This is an optimization exercise on Yosys and OpenROAD, whose aim is small area, not a production implementation.
Only simulation tests tie the RTL to the original design; equivalence was not proved.
No activity file was given, so power comes from the tool's default toggle rates.

Setup of v37:
Design pcal_engine, start of the top module:
module pcal_engine (
    input  wire        clk,
    input  wire        rst,
    input  wire [7:0]  cfg_addr,
    input  wire [1:0]  cfg_forced,
    input  wire [7:0]  cfg_retries,
    input  wire        cfg_pin_hook,
    input  wire        cmd_valid,
    output wire        cmd_ready,
    input  wire [31:0] cmd_data,
    output wire        rsp_valid,
    output wire        rsp_ok,
    output wire [15:0] rsp_value,
    output wire        tr_valid,
    output wire [1:0]  tr_kind,
    output wire [6:0]  tr_dev,
    output wire [7:0]  tr_reg,
    output wire [7:0]  tr_wdata,
    input  wire        tr_done,
    input  wire        tr_ok,
    input  wire [7:0]  tr_rdata,
    output wire        evt_valid,
    output wire        evt_global,
    output wire [7:0]  evt_id,
    output wire [3:0]  evt_pin,
    output wire        evt_state,
    output wire [15:0] evt_status
);
    localparam [4:0] S_CLR  = 5'd0,  S_IDLE = 5'd1,  S_LIST = 5'd2,  S_EXEC = 5'd3,
                     S_HPIN = 5'd4,  S_HINI = 5'd5,  S_DOF  = 5'd6,  S_DET0 = 5'd7,
                     S_DET1 = 5'd8,  S_DET2 = 5'd9,  S_POST = 5'd10, S_GATE = 5'd11,
                     S_LR   = 5'd12, S_LW   = 5'd13, S_RST  = 5'd14, S_ANS  = 5'd15,
                     S_CBW  = 5'd17, S_HX   = 5'd18, S_EVG  = 5'd19,
                     S_EVW  = 5'd20, S_EVP  = 5'd21, S_RESP = 5'd22, S_RFL  = 5'd23,
                     S_HXW  = 5'd24, S_SNW  = 5'd25, S_SNP  = 5'd26;
    reg [2:0]  ab;           
    reg [7:0]  retries;
    reg [1:0]  forced;
    reg        hook;
    reg [4:0]  err;          
    reg [1:0]  variant;
    reg        init;
    reg [15:0] snr;          
    reg [7:0]  gcb;
    reg [7:0]  cid [0:15];   
    reg [1:0]  ced [0:15];   
    reg [3:0]  pos;
    reg [4:0]  state;
    reg [6:0]  op;
    reg        bad, pinbad;
    reg [3:0]  pn;
    reg [31:0] X;
    reg [15:0] M;
    reg [7:0]  att;
    reg        t6;
    reg [3:0]  tl;
  ...
clock: 8.0 ns
lec_check: 0
cap_margin: 20
core_margin: 2
core_utilization: 30
place_density: 0.5
slew_margin: 20
standard.sh (not shown) runs the stock make flow with config.mk's settings and CLKGATE_MAP_FILE= SYNTH_SCRIPT=/design/flow/synth_recipe.tcl, a recipe that flattens the netlist after the stock synthesis.
==> flow/flow/run.sh <==
#!/bin/bash
# Own layout flow: the standard layout, with three changes.
#  - synthesis: the standard flow's synthesis script unchanged, except that the ABC call
#    uses an area-oriented script (flow/area.abc) instead of ORFS's speed
#    script; registers are mapped before ABC runs, so they are untouched.
#  - port buffers: buffer_ports uses sky130_fd_sc_hd__buf_1.
#  - CTS: no dummy loads.
set -euo pipefail
W=$(pwd)
cat > "$W/own_synth.tcl" <<TCL
proc abc {args} {
  set out {}
  set skip 0
  foreach a \$args {
    if {\$skip} { set skip 0; continue }
    if {\$a eq "-script" || \$a eq "-constr"} { set skip 1; continue }
    lappend out \$a
  }
  yosys abc -script $W/flow/area.abc {*}\$out
}
source $W/synth_recipe.tcl
TCL
sed "s#SYNTH_SCRIPT=[^ ]*synth_recipe.tcl#SYNTH_SCRIPT=$W/own_synth.tcl#" standard.sh > own_standard.sh
grep -q own_synth.tcl own_standard.sh
export BUFFER_PORTS_ARGS="-buffer_cell sky130_fd_sc_hd__buf_1"
export CTS_ARGS="-sink_clustering_enable -repair_clock_nets -dont_use_dummy_load -buf_list sky130_fd_sc_hd__clkbuf_8 -sink_clustering_size 14 -sink_clustering_max_diameter 80"
bash own_standard.sh > "$W/flow_make.log" 2>&1
==> flow/flow/area.abc <==
strash
&get -n
&fraig -x
&put
scorr
dc2
strash
&get -n
&dch -f
&nf -R 1000
&put
strash
&get -n
&dch -f
&nf -R 1000
&put
diff inputs: v37 => v10
- a change of CORE_UTILIZATION from 30 to 40
- a change of PLACE_DENSITY from 0.5 to 0.6
==> flow/flow/area.abc <==
strash
&get -n
&fraig -x
&put
scorr
dc2
strash
&get -n
&dch -f
&nf -R 1000
&put
## What came out
Cmp v37 and v10 / final period utilization / lower: v10
Looking at cell with the largest stage delay on the worst path, the nor3_2 result is from v37; the edfxtp_1 one comes from v10.
Maximum single-stage delay on the critical path for v10: 0.13 ns down relative to v37
From v37 to v10 the numbers moved as follows: final critical path time including I/O delays and setup down 0.50 ns, clock-buffer cell count down 3, flip-flop and latch power up about 3%, highest achievable clock rate up 9.3%.
v37 vs v10, end point of the critical path: rsp_value[11] vs tr_valid
#### Input delta (v30 over v10)
diff --git a/flow/flow/run.sh b/flow/flow/run.sh
--- a/flow/flow/run.sh
+++ b/flow/flow/run.sh
@@ -25,3 +25,3 @@
 export BUFFER_PORTS_ARGS="-buffer_cell sky130_fd_sc_hd__buf_1"
-export CTS_ARGS="-sink_clustering_enable -repair_clock_nets -dont_use_dummy_load -buf_list sky130_fd_sc_hd__clkbuf_8 -sink_clustering_size 14 -sink_clustering_max_diameter 80"
+export CTS_ARGS="-sink_clustering_enable -repair_clock_nets -dont_use_dummy_load -buf_list sky130_fd_sc_hd__clkbuf_16 -sink_clustering_size 30 -sink_clustering_max_diameter 40"
 bash own_standard.sh > "$W/flow_make.log" 2>&1
Notes after the runs:
- v30: all stages complete, timing, DRC and antenna checks passed
- Looking at total power across v10 and v30, the one that comes out lower is v10.
- Register-to-register slack delta (v10 -> v30): insignificant
- On area growth from synthesis to layout: v30 sits above v10.
- Diff v10 -> v30: sequential cell fraction of total power decreased by 6.7 points relative to the old numbers, number of vias in the routed layout increased by 169 relative to the old numbers.
- Comparing v10 with v30, the routed length per placed instance came out essentially unchanged.
- Max final worst-path cycle share across v10 and v30: v10
- | fraction of layout cells with a size suffix above 1 | higher: v30 |
#### Input delta (v24 over v30)
diff --git a/flow/flow/run.sh b/flow/flow/run.sh
--- a/flow/flow/run.sh
+++ b/flow/flow/run.sh
@@ -25,3 +25,3 @@
 export BUFFER_PORTS_ARGS="-buffer_cell sky130_fd_sc_hd__buf_1"
-export CTS_ARGS="-sink_clustering_enable -repair_clock_nets -dont_use_dummy_load -buf_list sky130_fd_sc_hd__clkbuf_16 -sink_clustering_size 30 -sink_clustering_max_diameter 40"
+export CTS_ARGS="-sink_clustering_enable -repair_clock_nets -dont_use_dummy_load -buf_list sky130_fd_sc_hd__clkbuf_8 -sink_clustering_size 14 -sink_clustering_max_diameter 80"
 bash own_standard.sh > "$W/flow_make.log" 2>&1
==> flow/flow/area.abc <==
strash
&get -n
&fraig -x
&put
scorr
dc2
strash
&get -n
&dch -f
&nf -R 1000
&put
strash
&get -n
&dch -f
&nf -R 1000
&put
Findings:
NOTE number of instances in the synthesized netlist v30->v24 decreased slightly. Compared with v30, maximum frequency in v24 decreased by a few percent. Sequential share of layout area for v24 is higher than for v30. Between v30 and v24, the flow reports clock-buffer cell count decreasing by more than a quarter.

---

pcal_engine again, from the RTL that the note above started with.
export LEC_CHECK = 0
export CAP_MARGIN = 20
export CORE_MARGIN = 2
export CORE_UTILIZATION = 40
export PLACE_DENSITY = 0.6
export SLEW_MARGIN = 20
create_clock -name core_clock -period 8.0 [get_ports {clk}]
==> flow/flow/run.sh <==
#!/bin/bash
# Own layout flow: the standard layout, with three changes.
#  - synthesis: the standard flow's synthesis script unchanged, except that the ABC call
#    uses an area-oriented script (flow/area.abc) instead of ORFS's speed
#    script; registers are mapped before ABC runs, so they are untouched.
#  - port buffers: buffer_ports uses sky130_fd_sc_hd__buf_1.
#  - CTS: no dummy loads.
set -euo pipefail
W=$(pwd)
cat > "$W/own_synth.tcl" <<TCL
proc abc {args} {
  set out {}
  set skip 0
  foreach a \$args {
    if {\$skip} { set skip 0; continue }
    if {\$a eq "-script" || \$a eq "-constr"} { set skip 1; continue }
    lappend out \$a
  }
  yosys abc -script $W/flow/area.abc {*}\$out
}
source $W/synth_recipe.tcl
TCL
sed "s#SYNTH_SCRIPT=[^ ]*synth_recipe.tcl#SYNTH_SCRIPT=$W/own_synth.tcl#" standard.sh > own_standard.sh
grep -q own_synth.tcl own_standard.sh
export BUFFER_PORTS_ARGS="-buffer_cell sky130_fd_sc_hd__buf_1"
export CTS_ARGS="-sink_clustering_enable -repair_clock_nets -dont_use_dummy_load -buf_list sky130_fd_sc_hd__clkbuf_8 -sink_clustering_size 20 -sink_clustering_max_diameter 50"
bash own_standard.sh > "$W/flow_make.log" 2>&1
==> flow/flow/area.abc <==
strash
&get -n
&fraig -x
&put
scorr
dc2
strash
&get -n
&dch -f
&nf -R 1000
&put
The starting point went through all stages and came out clean.
Rerun with:
--- a/flow/config.mk
+++ b/flow/config.mk
@@ -6,7 +6,8 @@
 export NUM_CORES = 4
 export LEC_CHECK = 0
-export CAP_MARGIN = 20
+export CAP_MARGIN = 0
 export CORE_MARGIN = 2
 export CORE_UTILIZATION = 40
+export GPL_TIMING_DRIVEN = 0
 export PLACE_DENSITY = 0.6
-export SLEW_MARGIN = 20
+export SLEW_MARGIN = 0
- utilization stays the same
- via count falls by 1.2%
- setup slack gets worse by 110 ps
- synthesized area is unchanged
- total power is about the same
- first-iteration DRC count went down by 5.1%
- worst hold slack degrades by 17 ps
- global-route usage falls by 1.7 points
- clock-buffer cell count came out higher by 3
Rerun with:
--- a/flow/flow/run.sh
+++ b/flow/flow/run.sh
@@ -24,4 +24,4 @@
 grep -q own_synth.tcl own_standard.sh
 export BUFFER_PORTS_ARGS="-buffer_cell sky130_fd_sc_hd__buf_1"
-export CTS_ARGS="-sink_clustering_enable -repair_clock_nets -dont_use_dummy_load -buf_list sky130_fd_sc_hd__clkbuf_8 -sink_clustering_size 20 -sink_clustering_max_diameter 50"
+export CTS_ARGS="-sink_clustering_enable -repair_clock_nets -dont_use_dummy_load -buf_list sky130_fd_sc_hd__clkbuf_8 -sink_clustering_size 14 -sink_clustering_max_diameter 80"
 bash own_standard.sh > "$W/flow_make.log" 2>&1
==> flow/flow/area.abc (replaced) <==
strash
&get -n
&fraig -x
&put
scorr
dc2
strash
&get -n
&dch -f
&nf -R 1000
&put
strash
&get -n
&dch -f
&nf -R 1000
&put
==> flow/config.mk (replaced) <==
export PLATFORM = sky130hd
export DESIGN_NAME = pcal_engine
export DESIGN_NICKNAME = pcal_engine
export VERILOG_FILES = /design/flow/design.v
export SDC_FILE = /design/flow/constraint.sdc
export NUM_CORES = 4
export LEC_CHECK = 0
export CAP_MARGIN = 20
export CORE_MARGIN = 2
export CORE_UTILIZATION = 55
export PLACE_DENSITY = 0.65
export SLEW_MARGIN = 20
After rerunning:
- synthesized cell count came out lower by 0.75%
- non-clock buffer count rises by 9
- wire length falls by 2.2%
- sequential power decreases by about 3%
- worst setup slack is better by 82 ps
- count of clock-buffer cells in the layout falls by 8
- total power falls by 7.1%
Rerun with:
--- a/flow/flow/run.sh
+++ b/flow/flow/run.sh
@@ -24,4 +24,4 @@
 grep -q own_synth.tcl own_standard.sh
 export BUFFER_PORTS_ARGS="-buffer_cell sky130_fd_sc_hd__buf_1"
-export CTS_ARGS="-sink_clustering_enable -repair_clock_nets -dont_use_dummy_load -buf_list sky130_fd_sc_hd__clkbuf_8 -sink_clustering_size 14 -sink_clustering_max_diameter 80"
+export CTS_ARGS="-sink_clustering_enable -repair_clock_nets -dont_use_dummy_load -buf_list {sky130_fd_sc_hd__clkbuf_8 sky130_fd_sc_hd__clkbuf_16} -sink_clustering_size 16 -sink_clustering_max_diameter 80"
 bash own_standard.sh > "$W/flow_make.log" 2>&1
==> flow/flow/area.abc (replaced) <==
strash
&get -n
&fraig -x
&put
scorr
dc2
strash
&get -n
&dch -f
&nf -R 1000
&put
--- a/flow/config.mk
+++ b/flow/config.mk
@@ -8,5 +8,5 @@
 export CAP_MARGIN = 20
 export CORE_MARGIN = 2
-export CORE_UTILIZATION = 55
-export PLACE_DENSITY = 0.65
+export CORE_UTILIZATION = 40
+export PLACE_DENSITY = 0.6
 export SLEW_MARGIN = 20
Result: Total power rose by 12%; global-route usage fell by 7.6 points; wire length rose by 8.4%; core utilization fell by 16 points; count of clock-buffer cells in the layout fell by 3; setup slack gains 110 ps; synthesized cell count rose by 0.75%; final cell count rose by 6.9%; clock skew fell by 51 ps; maximum frequency rose by 2.0%; area after synthesis rose by 0.97%.

==> re-timing with driven ports <==
No port has a modelled driver above. Below, the same layouts with a new extraction and two added sets of constraints. Step 1 (the two cells are an assumption about what drives the block):
set clk [get_ports {clk}]
set_driving_cell -lib_cell sky130_fd_sc_hd__clkbuf_16 $clk
set_driving_cell -lib_cell sky130_fd_sc_hd__buf_2 [delete_from_list [all_inputs] $clk]
Step 2 times the ports against the registers' clock, not the clock port: input delays grow and output delays shrink by t, the midpoint of the rising clock arrivals with the driver on. Three values: ideal, step 1, step 2; two values: the first two.
run | t (ns) | setup WS [ns] | slew at the worst register clock pin (ns)
v37 | 0.639 | 2.084 / 2.037 / 2.676 | 0.10 / 0.10
v10 | 0.614 | 2.587 / 2.538 / 2.848 | 0.10 / 0.10
v30 | 0.566 | 2.649 / 2.594 / 2.862 | 0.07 / 0.07
v24 | 0.605 | 2.274 / 2.226 / 2.831 | 0.09 / 0.09
the first run of note 2 | 0.659 | 2.551 / 2.504 / 2.883 | 0.11 / 0.11
the second run of note 2 | 0.579 | 2.445 / 2.441 / 2.445 | 0.11 / 0.11
the third run of note 2 | 0.592 | 2.527 / 2.485 / 2.861 | 0.10 / 0.10
the fourth run of note 2 | 0.565 | 2.633 / 2.583 / 2.840 | 0.08 / 0.08
After both steps setup and hold are still met in every run listed.
